What follows belongs to an exercise in optimizing a design on an open flow for a short achievable clock period and few clock cycles; a production flow would make more cautious choices.
Function was checked by simulation only, so behaviour that the tests miss may differ from the original.

==> design.v <==
module rel16_core (
    input  wire         clk,
    input  wire         rst,
    output wire         imem_en,
    output wire [15:0]  imem_addr,
    input  wire [15:0]  imem_rdata,
    output wire         dmem_en,
    output wire [15:0]  dmem_addr,
    output wire [15:0]  dmem_wdata,
    input  wire [15:0]  dmem_rdata,
    output reg          retire,
    output reg  [15:0]  retire_pc,
    output reg  [15:0]  retire_insn,
    output wire [255:0] regs,
    output reg  [15:0]  pc,
    output reg  [15:0]  br,
    output reg          dir,           
    output reg          halted,
    output reg          faulted,
    output reg  [1:0]   fault_cause,   
    output reg  [15:0]  fault_pc,
    output reg  [15:0]  fault_word
);
    localparam FC_ILLEGAL  = 2'd1;
    localparam FC_DISTINCT = 2'd2;
    localparam K_NONE = 3'd0;
    localparam K_GOTO = 3'd1;
    localparam K_CMFR = 3'd2;
    localparam K_RSWB = 3'd3;
    localparam K_SWBR = 3'd4;
    localparam K_BRA  = 3'd5;
    localparam K_COND = 3'd6;
    localparam NC = 8;               
    integer j;
    reg [NC-1:0]    c_v;
    reg [16*NC-1:0] c_tag;
    reg [3*NC-1:0]  c_kind;
    reg [16*NC-1:0] c_val;
    reg [NC-1:0]    c_tk;
    reg [2:0]       c_rr;
    reg  [15:0] fa;          
    reg         fen;         
    reg  [15:0] fbr;         
    reg         fdir;        
    reg  [NC-1:0] f_hit;
    reg  [2:0]    f_kind;
    reg  [15:0]   f_val;
    reg           f_tk;
    always @* begin
        f_kind = 3'd0; f_val = 16'd0; f_tk = 1'b0;
        for (j = 0; j < NC; j = j + 1) begin
            f_hit[j] = c_v[j] && (c_tag[16*j +: 16] == fa);
            if (f_hit[j]) begin
                f_kind = f_kind | c_kind[3*j +: 3];
                f_val  = f_val  | c_val[16*j +: 16];
                f_tk   = f_tk   | c_tk[j];
            end
        end
    end
    wire [15:0] f_s   = (fbr != 16'd0) ? fbr : 16'd1;
    wire [15:0] f_seq = fdir ? (fa - f_s) : (fa + f_s);
    wire        f_gt  = ((f_kind == K_GOTO) && !fdir) || ((f_kind == K_CMFR) && fdir);
    wire [15:0] p_npc = f_gt ? {4'd0, f_val[11:0]} : f_seq;
    wire [15:0] p_br  = ((f_kind == K_BRA) || ((f_kind == K_COND) && f_tk)) ?
                            (fbr + {8'd0, f_val[7:0]}) :
                        ((f_kind == K_RSWB) || (f_kind == K_SWBR)) ? f_val : fbr;
    wire        p_dir = fdir ^ (f_kind == K_RSWB);
    assign imem_en   = fen;
    assign imem_addr = fa;
    reg         dv;          
    reg  [15:0] d_pc, d_val;
    reg         d_h, d_tk;   
    reg  [1:0]  qn;
    reg  [15:0] q0_w, q0_pc, q0_val;
    reg         q0_h, q0_tk;
    reg  [15:0] q1_w, q1_pc, q1_val;
    reg         q1_h, q1_tk;
    reg         iv;
    reg  [15:0] ir, i_pc, i_val;
    reg         i_h, i_tk;
    reg  [255:0] x;          
    wire [3:0]  op  = ir[15:12];
    wire [3:0]  fn  = ir[11:8];
    wire [3:0]  u   = ir[7:4];
    wire [3:0]  ra  = ir[11:8];
    wire [3:0]  rb  = ir[7:4];
    wire [3:0]  rc  = ir[3:0];
    wire grp0    = (op == 4'h0);
    wire unary   = grp0 && (fn == 4'h0);
    wire d_halt  = unary && (u == 4'h0) && (rc == 4'h0);
    wire d_not   = unary && (u == 4'h1);
    wire d_rotl  = unary && (u == 4'h2);
    wire d_rotr  = unary && (u == 4'h3);
    wire d_inc   = unary && (u == 4'h4);
    wire d_dec   = unary && (u == 4'h5);
    wire d_push  = unary && (u == 4'h6);
    wire d_pop   = unary && (u == 4'h7);
    wire d_swbr  = unary && (u == 4'h8);
    wire d_rswb  = unary && (u == 4'h9);
    wire d_swp   = grp0 && (fn == 4'h1);
    wire d_exch  = grp0 && (fn == 4'h2);
    wire d_cnot  = grp0 && (fn == 4'h3);
    wire d_cadd  = grp0 && (fn == 4'h4);
    wire d_csub  = grp0 && (fn == 4'h5);
    wire d_bra   = grp0 && (fn == 4'h6);
    wire d_imm   = (op == 4'h1);
    wire d_bgez  = (op == 4'h2);
    wire d_blz   = (op == 4'h3);
    wire d_bevn  = (op == 4'h4);
    wire d_bodd  = (op == 4'h5);
    wire d_ccnot = (op == 4'h6);
    wire d_cswp  = (op == 4'h7);
    wire d_goto  = (op == 4'h8);
    wire d_cmfr  = (op == 4'h9);
    wire d_cond  = d_bgez | d_blz | d_bevn | d_bodd;
    wire d_legal = d_halt | d_not | d_rotl | d_rotr | d_inc | d_dec | d_push |
                   d_pop | d_swbr | d_rswb | d_swp | d_exch | d_cnot | d_cadd |
                   d_csub | d_bra | d_imm | d_cond | d_ccnot | d_cswp |
                   d_goto | d_cmfr;
    wire d_distinct_bad = ((d_cnot | d_cadd | d_csub) && (rb == rc)) ||
                          (d_ccnot && (rc == ra || rc == rb)) ||
                          (d_cswp  && (ra == rb || ra == rc));
    wire d_fault = !d_legal || d_distinct_bad;
    wire d_ok    = !d_fault;
    wire d_mem   = d_exch | d_push | d_pop;
    wire d_pop15 = d_pop && (rc == 4'd15);
    wire [3:0] ia = (d_push | d_pop) ? 4'd15 : ra;
    wire use_a = ((op >= 4'h1) && (op <= 4'h7)) || d_push || d_pop;
    wire use_b = (grp0 && (fn >= 4'h1) && (fn <= 4'h5)) || d_ccnot || d_cswp;
    wire use_c = (unary && (u != 4'h0)) || use_b;
    reg        d_we_a, d_we_b;
    reg [3:0]  d_wa_a;
    always @* begin
        d_we_a = 1'b0; d_wa_a = rc;
        if (d_imm) begin d_we_a = 1'b1; d_wa_a = ra; end
        if (d_not | d_rotl | d_rotr | d_inc | d_dec | d_swbr | d_rswb |
            d_cnot | d_cadd | d_csub | d_ccnot) begin
            d_we_a = 1'b1; d_wa_a = rc;
        end
        if (d_swp | d_cswp) begin d_we_a = 1'b1; d_wa_a = rb; end
        if (d_push | (d_pop && rc != 4'd15)) begin d_we_a = 1'b1; d_wa_a = 4'd15; end
        d_we_a = d_we_a && d_ok;
        d_we_b = (d_swp | d_cswp) && d_ok;
    end
    reg         ev;
    reg  [15:0] e_w, e_pc, e_val;
    reg         e_h, e_tk;
    reg  [15:0] e_a, e_b, e_c;           
    reg  [15:0] e_p, e_q;                
    reg         e_cin;
    reg         e_fault, e_legal, e_halt;
    reg         e_we_a, e_we_b;
    reg  [15:0] e_wa_a, e_wa_b;          
    reg  [3:0]  e_ia, e_ib;              
    reg         e_sel_imm, e_sel_not, e_sel_rotl, e_sel_rotr, e_sel_sum,
                e_sel_xor, e_sel_ccnot, e_sel_br, e_sel_swp, e_sel_cswp;
    reg         e_swp;
    reg         e_mem, e_exch, e_push, e_pop15, e_push15;
    reg  [3:0]  e_ldst;
    reg         e_goto, e_cmfr, e_rswb, e_swbr, e_bra, e_cond;
    reg         e_bgez, e_blz, e_bevn, e_bodd;
    reg  [15:0]  ebr;        
    reg          edir;       
    reg          stopped;    
    reg          m1_en;
    reg  [15:0]  m1_addr, m1_wdata;
    reg  [3:0]   m1_dst;
    reg          m1_p15;
    reg          m2_ld;
    reg  [3:0]   m2_dst;
    reg          m2_p15;
    reg          fix15;      
    assign dmem_en    = m1_en;
    assign dmem_addr  = m1_addr;
    assign dmem_wdata = m1_wdata;
    wire ex   = ev && !stopped;                  
    wire exok = ex && !e_fault;                  
    wire [7:0]  e_i8  = e_w[7:0];
    wire [11:0] e_n12 = e_w[11:0];
    wire [15:0] e_sum  = e_p + e_q + {15'd0, e_cin};
    wire [15:0] e_fred = (e_b ^ e_c) & e_a;
    wire [15:0] wd_a = ({16{e_sel_imm}}   & (e_a ^ {8'd0, e_i8}))     |
                       ({16{e_sel_not}}   & ~e_c)                     |
                       ({16{e_sel_rotl}}  & {e_c[14:0], e_c[15]})     |
                       ({16{e_sel_rotr}}  & {e_c[0], e_c[15:1]})      |
                       ({16{e_sel_sum}}   & e_sum)                    |
                       ({16{e_sel_xor}}   & (e_c ^ e_b))              |
                       ({16{e_sel_ccnot}} & (e_c ^ (e_a & e_b)))      |
                       ({16{e_sel_br}}    & ebr)                      |
                       ({16{e_sel_swp}}   & e_c)                      |
                       ({16{e_sel_cswp}}  & (e_b ^ e_fred));
    wire [15:0] wd_b = e_swp ? e_b : (e_c ^ e_fred);
    wire        we_a = exok && e_we_a;
    wire        we_b = exok && e_we_b;
    wire [15:0] e_s    = (ebr != 16'd0) ? ebr : 16'd1;
    wire [15:0] e_adv  = edir ? (e_pc - e_s) : (e_pc + e_s);
    wire        e_gt   = (e_goto && !edir) || (e_cmfr && edir);
    wire [15:0] e_npc  = e_gt ? {4'd0, e_n12} : e_adv;
    wire        take   = e_bra |
                         (e_bgez && !e_a[15]) | (e_blz  &&  e_a[15]) |
                         (e_bevn && !e_a[0])  | (e_bodd &&  e_a[0]);
    wire [15:0] e_br   = (e_swbr | e_rswb) ? e_c : (take ? (ebr + {8'd0, e_i8}) : ebr);
    wire        e_dir  = edir ^ e_rswb;
    wire redirect = exok && !e_halt &&
                    ((!e_h && (e_gt || e_rswb || (e_swbr && (e_c != ebr)) ||
                               (take && (e_i8 != 8'd0)))) ||
                     (e_h && (e_swbr | e_rswb) && (e_c != e_val)) ||
                     (e_h && e_cond && (take != e_tk)));
    wire [15:0] e_maddr  = e_exch ? e_c : (e_push ? e_sum : e_a);
    wire [15:0] e_mwdata = e_exch ? e_b : (e_push15 ? e_sum : e_c);
    reg [15:0] pend;         
    always @* begin
        pend = 16'd0;
        if (exok && e_mem) pend[e_ldst] = 1'b1;
        if (m1_en)         pend[m1_dst] = 1'b1;
        if ((ev && e_pop15) || m1_p15 || m2_p15 || fix15) pend[15] = 1'b1;
    end
    wire hazard = (use_a && pend[ia]) || (use_b && pend[rb]) || (use_c && pend[rc]);
    wire bub    = ev && e_pop15;
    wire [15:0] x_ia = x[16*ia +: 16];
    wire [15:0] x_rb = x[16*rb +: 16];
    wire [15:0] x_rc = x[16*rc +: 16];
    wire fa_eb = we_b && (e_ib == ia);
    wire fa_ea = we_a && (e_ia == ia);
    wire fa_m  = m2_ld && (m2_dst == ia);
    wire fb_eb = we_b && (e_ib == rb);
    wire fb_ea = we_a && (e_ia == rb);
    wire fb_m  = m2_ld && (m2_dst == rb);
    wire fc_eb = we_b && (e_ib == rc);
    wire fc_ea = we_a && (e_ia == rc);
    wire fc_m  = m2_ld && (m2_dst == rc);
    wire [15:0] o_a = fa_eb ? wd_b : fa_ea ? wd_a : fa_m ? dmem_rdata : x_ia;
    wire [15:0] o_b = fb_eb ? wd_b : fb_ea ? wd_a : fb_m ? dmem_rdata : x_rb;
    wire [15:0] o_c = fc_eb ? wd_b : fc_ea ? wd_a : fc_m ? dmem_rdata : x_rc;
    wire [15:0] o_p = (d_push | d_pop) ? o_a : o_c;
    wire [15:0] o_q = d_cadd ? o_b :
                      d_csub ? ~o_b :
                      (d_inc | d_pop) ? 16'd1 :
                      (d_dec | d_push) ? 16'hFFFF : 16'd0;
    reg         r1_v, r2_v;
    reg         r1_we_a, r1_we_b, r2_we_a, r2_we_b;
    reg  [3:0]  r1_wa_a, r1_wa_b, r2_wa_a, r2_wa_b;
    reg  [15:0] r1_wd_a, r1_wd_b, r2_wd_a, r2_wd_b;
    reg  [15:0] r1_pc, r1_w, r1_npc, r1_br;
    reg         r1_dir, r1_halt, r1_fault;
    reg  [1:0]  r1_cause;
    reg  [15:0] r2_pc, r2_w, r2_npc, r2_br;
    reg         r2_dir, r2_halt, r2_fault;
    reg  [1:0]  r2_cause;
    reg  [255:0] v;          
    assign regs = v;
    wire id_go   = iv && !hazard && !bub;            
    wire id_free = !iv || id_go || stopped;          
    wire q_pop   = id_free && (qn != 2'd0);
    wire q_push  = dv && !(id_free && (qn == 2'd0));
    reg  [1:0] qn_next;
    always @* begin
        qn_next = qn;
        if (q_push && !q_pop) qn_next = qn + 2'd1;
        if (!q_push && q_pop) qn_next = qn - 2'd1;
    end
    reg  [NC-1:0] e_hit;
    always @* begin
        for (j = 0; j < NC; j = j + 1)
            e_hit[j] = c_v[j] && (c_tag[16*j +: 16] == e_pc);
    end
    wire        e_ctl  = e_goto | e_cmfr | e_rswb | e_swbr | e_bra | e_cond;
    wire [2:0]  e_kind = (e_goto) ? K_GOTO : (e_cmfr) ? K_CMFR :
                         (e_rswb) ? K_RSWB : (e_swbr) ? K_SWBR :
                         (e_bra)  ? K_BRA  : K_COND;
    wire [15:0] e_cval = (e_goto | e_cmfr) ? {4'd0, e_n12} :
                         (e_rswb | e_swbr) ? e_c : {8'd0, e_i8};
    always @(posedge clk) begin
        if (rst) begin
            c_v     <= {NC{1'b0}};
            c_rr    <= 3'd0;
            fa      <= 16'd0;
            fen     <= 1'b1;
            fbr     <= 16'd0;
            fdir    <= 1'b0;
            dv      <= 1'b0;
            qn      <= 2'd0;
            iv      <= 1'b0;
            ev      <= 1'b0;
            x       <= {16'hFFFF, 240'd0};
            ebr     <= 16'd0;
            edir    <= 1'b0;
            stopped <= 1'b0;
            m1_en   <= 1'b0;
            m1_p15  <= 1'b0;
            m2_ld   <= 1'b0;
            m2_p15  <= 1'b0;
            fix15   <= 1'b0;
            r1_v    <= 1'b0;
            r2_v    <= 1'b0;
            v       <= {16'hFFFF, 240'd0};
            pc      <= 16'd0;
            br      <= 16'd0;
            dir     <= 1'b0;
            retire      <= 1'b0;
            retire_pc   <= 16'd0;
            retire_insn <= 16'd0;
            halted      <= 1'b0;
            faulted     <= 1'b0;
            fault_cause <= 2'd0;
            fault_pc    <= 16'd0;
            fault_word  <= 16'd0;
        end else begin
            if (redirect) begin
                fa   <= e_npc;
                fbr  <= e_br;
                fdir <= e_dir;
                fen  <= 1'b1;
            end else begin
                if (fen) begin
                    fa   <= p_npc;
                    fbr  <= p_br;
                    fdir <= p_dir;
                end
                fen <= ({1'b0, qn_next} + {2'd0, fen}) <= 3'd1;
            end
            dv <= fen && !redirect;
            if (fen) begin
                d_pc  <= fa;
                d_h   <= f_hit != {NC{1'b0}};
                d_val <= f_val;
                d_tk  <= f_tk;
            end
            if (redirect) begin
                qn <= 2'd0;
            end else begin
                qn <= qn_next;
                if (q_pop) begin
                    q0_w <= q1_w; q0_pc <= q1_pc; q0_val <= q1_val;
                    q0_h <= q1_h; q0_tk <= q1_tk;
                end
                if (q_push) begin
                    if ((q_pop ? qn - 2'd1 : qn) == 2'd0) begin
                        q0_w <= imem_rdata; q0_pc <= d_pc; q0_val <= d_val;
                        q0_h <= d_h; q0_tk <= d_tk;
                    end else begin
                        q1_w <= imem_rdata; q1_pc <= d_pc; q1_val <= d_val;
                        q1_h <= d_h; q1_tk <= d_tk;
                    end
                end
            end
            if (redirect) begin
                iv <= 1'b0;
            end else if (id_free) begin
                if (qn != 2'd0) begin
                    iv <= 1'b1;
                    ir <= q0_w; i_pc <= q0_pc; i_val <= q0_val;
                    i_h <= q0_h; i_tk <= q0_tk;
                end else if (dv) begin
                    iv <= 1'b1;
                    ir <= imem_rdata; i_pc <= d_pc; i_val <= d_val;
                    i_h <= d_h; i_tk <= d_tk;
                end else begin
                    iv <= 1'b0;
                end
            end
            ev <= id_go && !redirect;
            e_w   <= ir;  e_pc <= i_pc;  e_val <= i_val;
            e_h   <= i_h; e_tk <= i_tk;
            e_a   <= o_a; e_b <= o_b; e_c <= o_c;
            e_p   <= o_p; e_q <= o_q; e_cin <= d_csub;
            e_fault <= d_fault;
            e_legal <= d_legal;
            e_halt  <= d_halt;
            e_we_a  <= d_we_a;
            e_we_b  <= d_we_b;
            e_ia    <= d_wa_a;
            e_ib    <= rc;
            for (j = 0; j < 16; j = j + 1) begin
                e_wa_a[j] <= d_we_a && (d_wa_a == j[3:0]);
                e_wa_b[j] <= d_we_b && (rc == j[3:0]);
            end
            e_sel_imm   <= d_imm;
            e_sel_not   <= d_not;
            e_sel_rotl  <= d_rotl;
            e_sel_rotr  <= d_rotr;
            e_sel_sum   <= d_inc | d_dec | d_cadd | d_csub | d_push | d_pop;
            e_sel_xor   <= d_cnot;
            e_sel_ccnot <= d_ccnot;
            e_sel_br    <= d_swbr | d_rswb;
            e_sel_swp   <= d_swp;
            e_sel_cswp  <= d_cswp;
            e_swp    <= d_swp;
            e_mem    <= d_mem;
            e_exch   <= d_exch;
            e_push   <= d_push;
            e_pop15  <= d_pop15 && d_ok;
            e_push15 <= d_push && (rc == 4'd15);
            e_ldst   <= d_exch ? rb : rc;
            e_goto <= d_goto; e_cmfr <= d_cmfr; e_rswb <= d_rswb;
            e_swbr <= d_swbr; e_bra  <= d_bra;  e_cond <= d_cond;
            e_bgez <= d_bgez; e_blz  <= d_blz;  e_bevn <= d_bevn; e_bodd <= d_bodd;
            if (ex && (e_fault || e_halt))
                stopped <= 1'b1;
            if (exok) begin
                ebr  <= e_br;
                edir <= e_dir;
            end
            for (j = 0; j < 16; j = j + 1) begin
                if (m2_ld && m2_dst == j[3:0])    x[16*j +: 16] <= dmem_rdata;
                if (j == 15 && fix15)             x[16*j +: 16] <= x[16*15 +: 16] + 16'd1;
                if (we_a && e_wa_a[j])            x[16*j +: 16] <= wd_a;
                if (we_b && e_wa_b[j])            x[16*j +: 16] <= wd_b;
            end
            if (exok && e_ctl) begin
                for (j = 0; j < NC; j = j + 1) begin
                    if ((e_hit != {NC{1'b0}}) ? e_hit[j] : (c_rr == j[2:0])) begin
                        c_v[j]            <= 1'b1;
                        c_tag[16*j +: 16] <= e_pc;
                        c_kind[3*j +: 3]  <= e_kind;
                        c_val[16*j +: 16] <= e_cval;
                        c_tk[j]           <= take;
                    end
                end
                if (e_hit == {NC{1'b0}})
                    c_rr <= c_rr + 3'd1;
            end
            m1_en    <= exok && e_mem;
            m1_addr  <= e_maddr;
            m1_wdata <= e_mwdata;
            m1_dst   <= e_ldst;
            m1_p15   <= exok && e_pop15;
            m2_ld    <= m1_en;
            m2_dst   <= m1_dst;
            m2_p15   <= m1_p15;
            fix15    <= m2_p15;
            r1_v     <= ex;
            r1_we_a  <= we_a;  r1_wa_a <= e_ia;  r1_wd_a <= wd_a;
            r1_we_b  <= we_b;  r1_wa_b <= e_ib;  r1_wd_b <= wd_b;
            r1_pc    <= e_pc;
            r1_w     <= e_w;
            r1_npc   <= e_fault ? e_adv : e_npc;
            r1_br    <= e_br;
            r1_dir   <= e_dir;
            r1_halt  <= e_halt;
            r1_fault <= e_fault;
            r1_cause <= e_legal ? FC_DISTINCT : FC_ILLEGAL;
            r2_v     <= r1_v;
            r2_we_a  <= r1_we_a;  r2_wa_a <= r1_wa_a;  r2_wd_a <= r1_wd_a;
            r2_we_b  <= r1_we_b;  r2_wa_b <= r1_wa_b;  r2_wd_b <= r1_wd_b;
            r2_pc    <= r1_pc;
            r2_w     <= r1_w;
            r2_npc   <= r1_npc;
            r2_br    <= r1_br;
            r2_dir   <= r1_dir;
            r2_halt  <= r1_halt;
            r2_fault <= r1_fault;
            r2_cause <= r1_cause;
            retire <= 1'b0;
            if (fix15) begin
                v[16*15 +: 16] <= v[16*15 +: 16] + 16'd1;
                retire <= 1'b1;
            end
            if (r2_v) begin
                if (r2_fault) begin
                    faulted     <= 1'b1;
                    fault_cause <= r2_cause;
                    fault_pc    <= r2_pc;
                    fault_word  <= r2_w;
                    pc          <= r2_npc;
                end else begin
                    for (j = 0; j < 16; j = j + 1) begin
                        if (r2_we_a && r2_wa_a == j[3:0]) v[16*j +: 16] <= r2_wd_a;
                        if (r2_we_b && r2_wa_b == j[3:0]) v[16*j +: 16] <= r2_wd_b;
                        if (m2_ld && m2_dst == j[3:0])    v[16*j +: 16] <= dmem_rdata;
                    end
                    pc          <= r2_npc;
                    br          <= r2_br;
                    dir         <= r2_dir;
                    retire_pc   <= r2_pc;
                    retire_insn <= r2_w;
                    retire      <= !m2_p15;
                    if (r2_halt)
                        halted <= 1'b1;
                end
            end
        end
    end
endmodule
==> flow/run.sh <==
#!/bin/bash
export SETUP_SLACK_MARGIN=6.5
bash standard.sh > standard.log 2>&1
==> standard.sh <==
#!/bin/bash
# synth_recipe.tcl (not shown) runs the flow's synth.tcl, then flattens the netlist and writes it again
# the make line also repeats each setting of config.mk as NAME=value (left out here)
make -C /OpenROAD-flow-scripts/flow DESIGN_CONFIG=/design/flow/config.mk WORK_HOME=/design/flow/orfs CLKGATE_MAP_FILE= SYNTH_SCRIPT=/design/flow/synth_recipe.tcl "${@:-finish}"
==> config.mk <==
export PLATFORM = sky130hd
export DESIGN_NAME = rel16_core
export DESIGN_NICKNAME = rel16_core
export VERILOG_FILES = /design/flow/design.v
export SDC_FILE = /design/flow/constraint.sdc
export NUM_CORES = 4
export LEC_CHECK = 0
export CAP_MARGIN = 20
export CORE_MARGIN = 2
export CORE_UTILIZATION = 40
export SLEW_MARGIN = 20
==> constraint.sdc <==
create_clock -name core_clock -period 10.0 [get_ports {clk}]
set_input_delay 2.0000 -clock core_clock [delete_from_list [all_inputs] [get_ports {clk}]]
set_output_delay 2.0000 -clock core_clock [all_outputs]
set_load 0.01 [all_outputs]
==> results.txt <==
-- report_power, final --
group | switching (W) | internal, W | total (W)
Combinational | 0.00545 | 0.00403 | 0.00948
Clock | 0.00302 | 0.00406 | 0.00708
Sequential | 0.000756 | 0.00799 | 0.00875
-- state kept, by name, indices dropped and copies added (netlist names), 24 cells and up --
signal / cells
x: 256
c_kind: 24
v: 256
c_val: 128
c_tag: 128
-- final timing paths --
check,slack (ns),depth (start not counted),endpoint,from
worst max register to register,5.64,17,q0_val[1]$_DFFE_PP_,e_ldst[0]$_DFFE_PN_
worst min-delay path,0.40,0,r2_w[13]$_DFFE_PN_,r1_w[13]$_DFFE_PN_
worst max-delay path,5.64,17,q0_val[1]$_DFFE_PP_,e_ldst[0]$_DFFE_PN_
worst min register to register,0.40,0,r2_w[13]$_DFFE_PN_,r1_w[13]$_DFFE_PN_
-- logic make-up after synthesis --
group	after synthesis	synth area share, %
and+or+nand+nor	2696	13.5
AOI/OAI and AO/OA	2262	16.1
DFF	1616	47.9
buffers and inverters	932	4.26
muxes	796	12.2
xor gates and xnor gates	464	4.68
adders and majority gates	85	1.28
-- through the flow --
stage	cell area [um2]	hold slack (ns)	cells
after global routing	109000	0.405	12400
final	109000	0.398	12400
after floorplan	87500	0.400	8851
after global placement	94200	0.400	11600
after detailed placement	94300	0.405	11600
after CTS	107000	0.396	12300
-- cell usage after synthesis (30+ instances only) --
library cell,count,share of area [%]
nand2_1,1268,5.5
edfxtp_1,927,32
a21oi_1,910,5.2
clkbuf_1,691,3.0
dfxtp_1,689,16
nor2_1,678,2.9
o21ai_0,330,1.9
mux2_2,317,4.1
o211ai_1,315,2.7
xnor2_1,289,2.9
mux2i_1,268,3.1
nand3_1,237,1.4
a211oi_1,190,1.6
a22oi_1,189,1.6
xor2_1,175,1.8
mux4_2,161,4.2
inv_1,118,0.51
and3_1,85,0.61
ha_1,79,1.1
nor4_1,76,0.55
nor3_1,67,0.39
a31oi_1,65,0.47
nor2b_1,63,0.45
buf_1,58,0.25
mux2_4,50,0.86
nand4_1,48,0.35
a311oi_1,47,0.47
buf_2,42,0.24
nand2b_1,39,0.28
a22o_1,30,0.30
and2_1,30,0.22
-- worst reg2reg max path: stages, from the launching register on --
cell and delay (ns):
edfxtp_1 0.46, inv_2 0.13, ha_4 0.15, buf_6 0.13, nor2b_1 0.29, nand2_1 0.11, o22ai_1 0.37, o21ai_0 0.19
a2111o_1 0.42, nand4b_1 0.11, o311a_1 0.24, o311a_4 0.30, buf_12 0.14, mux2i_4 0.27, buf_12 0.15, nand2b_4 0.18
buf_12 0.16, mux2_4 0.31
-- layer usage --
metal	vias to the layer above	part of all wire, %	GRT usage [%]
li1	33500	-	-
met1	39300	37	45.2
met2	6070	43	54.3
met3	1548	11	9.00
met4	22	9.1	26.4
met5	-	0.054	0
-- final cells by class --
| type | count | area [um2] |
|---|---|---|
| antenna | 18 | 45.0 |
| clock buffer | 230 | 4940 |
| clock inverter | 106 | 1270 |
| fill | 19300 | 108000 |
| inverter | 121 | 512 |
| multi-input combinational | 6311 | 44500 |
| sequential | 1616 | 41800 |
| tap | 2854 | 3570 |
| timing repair buffer | 1148 | 12000 |
| timing repair inverter | 1 | 11.3 |
-- timing repair --
action	in CTS	in global routing
cloned	52	6
resized for setup	1863	345
hold buffers	0	0
pin swaps	140	181
setup buffers	299	96
setup endpoints to repair	1427	1034
==> results_dict.tcl <==
set metrics [dict create \
    outcome "complete, no violations" \
    worstSkewPairLatency_ns 0.88 \
    synth_cell_types 90 \
    async_reset_ff_share_pct 0 \
    power.leakage_nw 40.0 \
    drive_above_1_share_pct 24.9 \
    path_clk_slew_ns 0.07 \
    fin_crit_ns 4.36 \
    worstPathCellList "inv_2, ha_4, buf_6, nor2b_1, nand2_1, o22ai_1, o21ai_0, a2111o_1, nand4b_1, o311a_1, o311a_4, buf_12, mux2i_4, buf_12, nand2b_4, buf_12, mux2_4" \
    worst_pin_slew_ns 1.33 \
    yosys_warnings 1 \
    post-route-period-util_pct 43.6 \
    cp_slowest_cell "edfxtp_1" \
    peakVddDrop_v 0.000200 \
    critical_path_class "reg2reg" \
    die-area_mm2 0.221 \
    grt_max_degree 139 \
    hold_viol 0 \
    power_w 0.0253 \
    arrival_ns 4.96 \
    routedWlPerCell_um 33.8 \
    port_buffers 441 \
    fin_tns_setup_ns 0 \
    ant_nets 0 \
    hp-class "reg2reg" \
    ys_ff_latch 1616 \
    cp_max_fo 10 \
    numCtsBuffers 180 \
    maxCapViolCount 0 \
    setup_viol_count_final 0 \
    die_y_um 470 \
    timing.slew.headroom_pct 11.4 \
    finalMaxSlewViolations 0 \
    drc 0 \
    clock-sinks 1616 \
    pre_cts_ws_ns 4.48 \
    first_iter_violations 12100 \
    fmax_ghz 0.230 \
    startpoint_type "flop" \
    synthCells 8851 \
    via_per_inst 6.48 \
    cts_tree "yes" \
    hpwl_um 268000 \
    synth_area_mm2 0.0869 \
    fin_util_pct 50.2 \
    first_pass_iters 7 \
    cp_common_cell "buf_12" \
    p_per_area_mw_per_mm2 233 \
    syn_avg_cell_area_um2 9.82 \
    mostFrequentLayoutCell "nand2_1" \
    gp_congestion 1.02 \
    htree_levels 4 \
    drt-total-wl_um 419000 \
    grt_pass1_vias 74300 \
    core-area_mm2 0.217 \
    rsz0062_at_grt "true" \
    fin_ws_ns 5.64 \
    grt_util_all_layers_pct 36.2 \
    grt_overflow 0 \
    cp-end-kind "flop" \
    area_growth_pct 25.1 \
    yosysSeqAreaShare_pct 47.9 \
    grt_pass1_wl_um 575000 \
    fin_nets 9498 \
    vias 80400 \
    cts_buffer_depth 3 \
    io_pins 442 \
    start_util_pct 40.1 \
    num_rows 171 \
    antenna_found_initial 40 \
    die_w_um 470 \
    worstPathRequired_ns 10.60 \
    synth-main-ff-cell "edfxtp_1" \
    syn_nets 8970 \
    crit_family "compound AO/OA/AOI/OAI gates" \
    synth_edf_count 927 \
    worst-path-buf-inv 5 \
    max_stage_delay_ns 0.46 \
    mostFrequentLayoutCells "nand2_1 (1251), edfxtp_1 (927), a21oi_1 (866), nor2_1 (640), dfxtp_1 (582)" \
    skew_ns 0.0390 \
    cts-root-buf "clkbuf_16" \
]
Testbench counts, summed over its fixed seeds: cycles 46,138.

## separate check: timing with driven ports
In the flow no input, the clock included, has a driving cell. The finished layout below was timed again as built, in two steps.
Step 1, drivers: a clkbuf_16 drives clk and a buf_2 each remaining input, both assumed.
Step 2, shift: input delay + t, output delay - t, t = (earliest + latest rising clock arrival at the registers) / 2. This alone moves slack from input paths to output paths.
Three values: no drivers, after step 1, after step 2; two values: the first two.
shift t [ns]: 0.950
setup slack, ns: 5.643 / 5.643 / 5.616
worst hold slack (ns): 0.398 / 0.398 / 0.398
After both steps this run still meets setup and hold. The setup slack of this run moves by 0.000 ns with the drivers and by -0.027 ns with both steps.
